Background: an optimization exercise with open tools, aiming at small area, a short achievable clock period and few clock cycles. Do not read the settings as production practice.
Function was checked by simulation only, so behaviour that the tests miss may differ from the original.

Setup of exp/garnet:
==> flow/design.v (excerpt) <==
module modarith_engine (
    input  wire        clk,
    input  wire        rst,
    input  wire        start,
    input  wire [2:0]  op,
    input  wire        b52,
    input  wire [63:0] a,
    input  wire [63:0] b,
    input  wire [63:0] c,
    input  wire [63:0] q,
    output wire        ready,
    output reg         done,
    output wire [63:0] result,
    output reg  [2:0]  err_code,
    output reg  [7:0]  err_cause,
    output reg  [1:0]  err_index
);
Size: about 9400 cells after synthesis, roughly 540 flip-flops, ~80000 µm² of cells after synthesis.
==> flow/config.mk <==
export PLATFORM = sky130hd
export DESIGN_NAME = modarith_engine
export DESIGN_NICKNAME = modarith_engine
export VERILOG_FILES = /design/flow/design.v
export SDC_FILE = /design/flow/constraint.sdc
export NUM_CORES = 8
export LEC_CHECK = 0
export CAP_MARGIN = 20
export CORE_MARGIN = 2
export CORE_UTILIZATION = 40
export PLACE_DENSITY = 0.65
export SETUP_SLACK_MARGIN = 2
export SLEW_MARGIN = 20
export TNS_END_PERCENT = 5
==> flow/constraint.sdc <==
create_clock -name core_clock -period 12.0 [get_ports {clk}]
set_input_delay 2.4000 -clock core_clock [delete_from_list [all_inputs] [get_ports {clk}]]
set_output_delay 2.4000 -clock core_clock [all_outputs]
set_load 0.01 [all_outputs]
run.sh (not shown) runs the stock make flow with config.mk's settings and CLKGATE_MAP_FILE= SYNTH_SCRIPT=/design/flow/synth_recipe.tcl, a recipe that flattens the netlist after the stock synthesis.
exp/garnet: all stages complete, timing, DRC and antenna checks passed
Testbench counts of exp/garnet, summed over its fixed seeds: cycles 77,653.
diff inputs: exp/garnet => exp/onyx
Settings: a change of SETUP_SLACK_MARGIN from 2 to 5.
Final critical-path required period (lower): exp/onyx. exp/onyx improves on exp/garnet in worst setup slack. exp/onyx — number of buffers created by CTS 1 higher, exp/garnet as reference. First-pass GRT wire length: exp/garnet and exp/onyx compared, higher one is exp/onyx. Cmp exp/garnet and exp/onyx / core utilization / lower: exp/garnet. Relative to exp/garnet, global-route usage over all layers has gone up in exp/onyx. Diff exp/garnet -> exp/onyx | met3 usage | increase of 3.0 points. Between exp/garnet and exp/onyx, the difference in final-layout clock-cell area share is negligible. For achievable frequency, dividing the value from exp/garnet by the value from exp/onyx gives 0.882. When exp/onyx is set beside exp/garnet, its final area turns out to be about 4.3% larger.

---

modarith_engine, a different RTL version from the one above (not shown whole).
Size: ~9400 cells after synthesis, about 600 flip-flops, about 77000 um^2 of cells after synthesis.
make LEC_CHECK=0 CAP_MARGIN=20 CORE_MARGIN=2 CORE_UTILIZATION=40 PLACE_DENSITY=0.55 SETUP_SLACK_MARGIN=3 SLEW_MARGIN=20 finish   # period 12.0 ns
Testbench counts at the start, summed over its fixed seeds: cycles 84,070.
Then changed:
--- a/flow/config.mk
+++ b/flow/config.mk
@@ -12 +12 @@
-export SETUP_SLACK_MARGIN = 3
+export SETUP_SLACK_MARGIN = 5
@@ -13,0 +14 @@
+export TNS_END_PERCENT = 5
=>
- The new run went through all stages and came out clean
- worst setup slack gets better by 0.087 ns
- non-clock buffer count came out higher by 40
- routed wire length came out higher by about 4.5%
- global-route usage came out higher by 2.3 points
- design area came out higher by 1.3%
- synthesized area does not change
Then changed:
--- a/flow/config.mk
+++ b/flow/config.mk
@@ -14 +13,0 @@
-export TNS_END_PERCENT = 5
- The new run completed without violations
- global-route usage came out higher by 2.5 points
- maximum frequency came out lower by 0.54%
- register-to-register slack degrades by 0.05 ns
- routed wire length came out higher by 6.1%
Then changed:
--- a/flow/config.mk
+++ b/flow/config.mk
@@ -13,0 +14 @@
+export TNS_END_PERCENT = 0
Effect:
- setup slack gets worse by 0.27 ns
- global-route usage is lower by 2.0 points

---

== maple ==
Another version of the RTL of modarith_engine (not shown whole).
Size in the first run: about 9600 cells after synthesis, about 540 flip-flops, roughly 80000 µm² of cells after synthesis.
Settings: LEC_CHECK=0, CAP_MARGIN=20, CORE_MARGIN=2, CORE_UTILIZATION=40, PLACE_DENSITY=0.65, SETUP_SLACK_MARGIN=5, SLEW_MARGIN=20, TNS_END_PERCENT=5; clock period 12.0 ns.
Testbench counts of maple, summed over its fixed seeds: cycles 78,843.
Input changes introduced in birch (baseline for comparison: maple):
Settings: a change of PLACE_DENSITY from 0.65 to 0.55.
--- outcome ---
Taking birch over maple, the clock-buffer cell count ratio works out to 1.08. Re area of the core region: no difference whatsoever between birch and maple. Looking at routed wire length, birch sits 2700 µm below maple. Placer's final routability congestion estimate (lower): birch. birch vs. maple: worst-case hold slack decreased 0.027 ns; setup slack decreased 0.23 ns. Comparing birch with maple, the via count of the first global-routing pass came out essentially unchanged. Of maple and birch, the higher per-cell via count in the routed design belongs to maple.

what the ideal ports hide:
How much do the figures lean on ideal ports? The routed layouts below were timed once more, with nothing changed but the port constraints.
Step 1, drivers: a clkbuf_16 drives clk and a buf_2 each remaining input, both assumed.
Step 2 adds t to the input delays and takes it off the output delays; t is the mean of the earliest and latest rising clock arrival at the registers after step 1. Input paths then give back, and output paths get back, about the clock's delay inside the block.
Three values: ideal ports, drivers, drivers and shift; two values: the first two.
| run | t (ns) | setup WS [ns] | slew at the worst register clock pin (ns) | worst slew at a driven data input, ns | cell pins on the clock port's net |
|---|---|---|---|---|---|
| exp/garnet | 0.837 | 1.950 / 1.950 / 1.950 | 0.07 / 0.07 | 0.09 | 1 |
| exp/onyx | 0.841 | 3.134 / 3.134 / 3.134 | 0.07 / 0.07 | 0.15 | 1 |
| the first run of note 2 | 0.841 | 3.066 / 3.066 / 3.066 | 0.07 / 0.07 | 0.12 | 1 |
| the second run of note 2 | 0.843 | 3.153 / 3.153 / 3.153 | 0.07 / 0.07 | 0.09 | 1 |
| the third run of note 2 | 0.834 | 3.106 / 3.106 / 3.106 | 0.08 / 0.08 | 0.13 | 1 |
| the fourth run of note 2 | 0.862 | 2.832 / 2.832 / 2.832 | 0.08 / 0.08 | 0.11 | 1 |
| maple | 0.838 | 3.075 / 3.075 / 3.075 | 0.07 / 0.07 | 0.09 | 1 |
| birch | 0.849 | 2.847 / 2.847 / 2.847 | 0.07 / 0.07 | 0.09 | 1 |
After both steps every run listed still meets setup and hold.
